This design comes from an exercise in tuning for small area and a short achievable clock period on the open sky130 flow, not from production work.
Power and IR drop assume default switching activity.

==> flow/design.v <==
module rdm630_core (
    input  wire         clk,
    input  wire         rst,         
    input  wire         rx_valid,
    input  wire [7:0]   rx_data,
    output wire         rx_ready,
    input  wire         eval,
    output wire         res_valid,
    output wire [1:0]   res,
    output wire         fvalid,
    output wire [111:0] frame,
    output wire         xst,
    output wire [39:0]  card,
    output wire [7:0]   csum,
    output wire [7:0]   p6
);
    localparam [7:0] START_B = 8'h02;
    localparam [7:0] END_B   = 8'h03;
    reg [4:0]   cursor;      
    reg         in_frame;
    reg         ok;          
    reg [7:0]   buf_q [0:13];
    reg [111:0] frame_q;     
    reg         fvalid_q;
    wire full = cursor[4];                   
    assign rx_ready = !full && !rst;
    wire fire     = rx_valid && rx_ready;
    wire mark, is_hex;
    rdm630_dec u_dec (
        .rx_data (rx_data),
        .mark    (mark),
        .is_hex  (is_hex)
    );
    wire is_start = mark && !rx_data[0];
    wire is_end   = mark &&  rx_data[0];
    wire st    = fire && is_start;               
    wire app   = fire && in_frame && !is_start;  
    wire c13 = (cursor == 5'd13);
    wire c14 = (cursor == 5'd14);
    wire c15 = (cursor >= 5'd15);
    wire [4:0] cursor_rx   = st ? 5'd1 : app ? cursor + 5'd1 : cursor;
    wire       in_frame_rx = st ? 1'b1 : (app && is_end) ? 1'b0 : in_frame;
    wire       ok_rx       = st ? 1'b1 :
                             app ? (ok && (c13 ? is_end : is_hex)) : ok;
    wire [13:0] we;
    genvar g;
    generate
        for (g = 0; g < 14; g = g + 1) begin : g_we
            if (g == 0)
                assign we[g] = st || (app && cursor == 5'd0);
            else
                assign we[g] = app && (cursor == g);
        end
    endgenerate
    wire do_eval = eval && !rst;
    wire apnd  = in_frame && !full;                  
    wire [1:0] r0 = c15 ? 2'd3 : c14 ? (ok ? 2'd1 : 2'd2) : 2'd0;
    wire [1:0] ra = (c14 || c15) ? 2'd3 : c13 ? 2'd2 : 2'd0;   
    wire [1:0] re = (c14 || c15) ? 2'd3 : c13 ? (ok ? 2'd1 : 2'd2) : 2'd0;
    wire [1:0] pn = apnd ? ra : r0;
    wire [1:0] pe = apnd ? re : r0;
    wire [1:0] ps = full ? r0 : 2'd0;
    assign res_valid = do_eval;
    rdm630_res u_res (
        .rx_valid (rx_valid),
        .mark     (mark),
        .d0       (rx_data[0]),
        .r0       (r0),
        .pn       (pn),
        .pe       (pe),
        .ps       (ps),
        .res      (res)
    );
    wire cap  = do_eval && (cursor_rx == 5'd14);
    wire over = do_eval && (cursor_rx >  5'd14);
    always @(posedge clk) begin
        if (rst) begin
            cursor   <= 5'd0;
            in_frame <= 1'b0;
            fvalid_q <= 1'b0;
            ok       <= 1'b0;
        end else begin
            in_frame <= in_frame_rx;
            if (cap || over) begin
                cursor   <= 5'd0;
                ok       <= 1'b0;
                fvalid_q <= cap && ok_rx;
            end else begin
                cursor   <= cursor_rx;
                ok       <= ok_rx;
            end
        end
    end
    integer i;
    always @(posedge clk) begin
        for (i = 0; i < 14; i = i + 1)
            if (we[i])
                buf_q[i] <= rx_data;
    end
    wire [7:0] byte13 = we[13] ? rx_data : buf_q[13];
    always @(posedge clk) begin
        if (cap) begin
            for (i = 0; i < 13; i = i + 1)
                frame_q[111-8*i -: 8] <= buf_q[i];
            frame_q[7:0] <= byte13;
        end
    end
    assign fvalid = fvalid_q;
    assign xst    = !fvalid_q;
    assign frame  = frame_q;
    rdm630_xtr u_xtr (
        .frame (frame_q),
        .card  (card),
        .csum  (csum),
        .p6    (p6)
    );
endmodule
module rdm630_res (
    input  wire       rx_valid,
    input  wire       mark,
    input  wire       d0,
    input  wire [1:0] r0,
    input  wire [1:0] pn,
    input  wire [1:0] pe,
    input  wire [1:0] ps,
    output wire [1:0] res
);
    wire [1:0] res_mark  = !rx_valid ? r0 : d0 ? pe : ps;
    wire [1:0] res_other = !rx_valid ? r0 : pn;
    assign res = mark ? res_mark : res_other;
endmodule
module rdm630_xtr (
    input  wire [111:0] frame,
    output wire [39:0]  card,
    output wire [7:0]   csum,
    output wire [7:0]   p6
);
    function [3:0] hexval;
        input [7:0] c;
        begin
            hexval = {c[3] | c[6],
                      c[2] | (c[6] & c[1] & c[0]),
                      c[1] ^ (c[6] & c[0]),
                      c[0] ^ c[6]};
        end
    endfunction
    wire [7:0] pair [0:5];
    genvar g;
    generate
        for (g = 0; g < 6; g = g + 1) begin : g_pair
            assign pair[g] = {hexval(frame[111-8*(1+2*g) -: 8]),
                              hexval(frame[111-8*(2+2*g) -: 8])};
        end
        for (g = 0; g < 5; g = g + 1) begin : g_card
            assign card[39-8*g -: 8] = pair[g];
        end
    endgenerate
    assign csum = pair[0] ^ pair[1] ^ pair[2] ^ pair[3] ^ pair[4];
    assign p6   = pair[5];
endmodule
module rdm630_dec (
    input  wire [7:0] rx_data,
    output wire       mark,
    output wire       is_hex
);
    assign mark   = (rx_data[7:1] == 7'b0000001);
    assign is_hex = ((rx_data >= 8'h30) && (rx_data <= 8'h39)) ||
                    ((rx_data >= 8'h41) && (rx_data <= 8'h46));
endmodule
export LEC_CHECK = 0
export CAP_MARGIN = 20
export CORE_MARGIN = 2
export CORE_UTILIZATION = 60
export CTS_BUF_LIST = sky130_fd_sc_hd__clkbuf_16
export CTS_CLUSTER_DIAMETER = 80
export CTS_CLUSTER_SIZE = 30
export PLACE_DENSITY = 0.8
export SETUP_SLACK_MARGIN = 5
export SLEW_MARGIN = 20
export SYNTH_HIERARCHICAL = 1
export SYNTH_MINIMUM_KEEP_SIZE = 0
create_clock -name core_clock -period 10.0 [get_ports {clk}]
standard.sh (not shown) runs the stock make flow with config.mk's settings and CLKGATE_MAP_FILE= SYNTH_SCRIPT=/design/flow/synth_recipe.tcl, a recipe that flattens the netlist after the stock synthesis.
==> flow/flow/run.sh <==
#!/bin/bash
set -euo pipefail
bash standard.sh \
    "SYNTH_SCRIPT=$PWD/flow/my_synth.tcl" \
    "BUFFER_PORTS_ARGS=-buffer_cell sky130_fd_sc_hd__buf_1" \
    SETUP_SLACK_MARGIN=5.15 \
    finish > flow_make.log 2>&1
==> flow/flow/my_synth.tcl <==
# The standard flow's synthesis script (synth_recipe.tcl) with one change: ABC maps the
# result-code and byte-decode modules (the input-to-output path) with
# ORFS's area script,
# whose small NAND/NOR gates time better there, and every other module with
# ORFS's default (speed) script.
proc synth {args} { yosys synth -nofsm -noshare {*}$args }
proc abc {args} {
  set i [expr {[lsearch -exact $args -script] + 1}]
  set speed [lreplace $args $i $i $::env(SCRIPTS_DIR)/abc_speed.script]
  set area  [lreplace $args $i $i $::env(SCRIPTS_DIR)/abc_area.script]
  yosys abc {*}$speed rdm630_core rdm630_xtr
  yosys abc {*}$area rdm630_res rdm630_dec
}
source $::env(SCRIPTS_DIR)/synth.tcl
# left out here: clear keep_hierarchy, flatten, clean up, hide names made inside functions, write 1_2_yosys.v
The baseline finished clean.
Next try:
--- a/flow/flow/my_synth.tcl
+++ b/flow/flow/my_synth.tcl
@@ -2,2 +2 @@
-# result-code and byte-decode modules (the input-to-output path) with
-# ORFS's area script,
+# result-code module (the input-to-output path) with ORFS's area script,
@@ -11,2 +10,2 @@
-  yosys abc {*}$speed rdm630_core rdm630_xtr
-  yosys abc {*}$area rdm630_res rdm630_dec
+  yosys abc {*}$speed rdm630_core rdm630_xtr rdm630_dec
+  yosys abc {*}$area rdm630_res
What happened:
- combinational power drops by 18%
- global-route usage climbs by 1.2 points
- power stays flat
- die area barely changes
- sequential cell count does not change
- clock skew stays flat
- wire length climbs by 5.6%
- sequential share of layout area drops by 0.32 points
- first-iteration DRC count climbs by 27%
- worst setup slack is worse by 510 ps
Next try:
--- a/flow/flow/run.sh
+++ b/flow/flow/run.sh
@@ -6 +6 @@
-    SETUP_SLACK_MARGIN=5.15 \
+    SETUP_SLACK_MARGIN=5.3 \
--- a/flow/flow/my_synth.tcl
+++ b/flow/flow/my_synth.tcl
@@ -2 +2,2 @@
-# result-code module (the input-to-output path) with ORFS's area script,
+# result-code and byte-decode modules (the input-to-output path) with
+# ORFS's area script,
@@ -10,2 +11,2 @@
-  yosys abc {*}$speed rdm630_core rdm630_xtr rdm630_dec
-  yosys abc {*}$area rdm630_res
+  yosys abc {*}$speed rdm630_core rdm630_xtr
+  yosys abc {*}$area rdm630_res rdm630_dec
Critical path depth does not change.
Synthesized cell count went up by about 2.6%.
Sequential power barely changes.
Cell area is lower by 0.93%.
Clock-buffer cell count stays the same.
Area after synthesis is about the same.
Worst hold slack hardly moves.
Total power shrinks by about 0.4%.
Via count went down by about 1.5%.
No run of this note included a check of the RTL's function; only the layout flow was run.

-- separate check: timing with driven ports --
Ports are ideal in the flow. The routed layouts listed here were re-timed in OpenROAD. Step 1: set_driving_cell puts a clkbuf_16 on clk and a buf_2 on each other input, an assumption about the parent block. Step 2 also shifts input and output timing later by t, the mid clock arrival at the registers, as if the neighbouring blocks saw the same clock. Slacks: no drivers / after step 1 / after step 2; pairs: no drivers / after step 1.
| run | shift t [ns] | slack for setup (ns) | clock arrival spread, ns | slew at the worst register clock pin (ns) |
|---|---|---|---|---|
| the first run | 0.492 | 4.987 / 4.937 / 4.937 | 0.014 / 0.014 | 0.11 / 0.11 |
| the second run | 0.486 | 4.475 / 4.456 / 4.456 | 0.012 / 0.012 | 0.11 / 0.11 |
| the third run | 0.494 | 4.943 / 4.909 / 4.909 | 0.016 / 0.016 | 0.11 / 0.11 |
After both steps setup and hold are still met in every run listed. For the first run, which loses most, drivers alone change the setup slack by -0.050 ns; drivers and shift together by -0.050 ns.
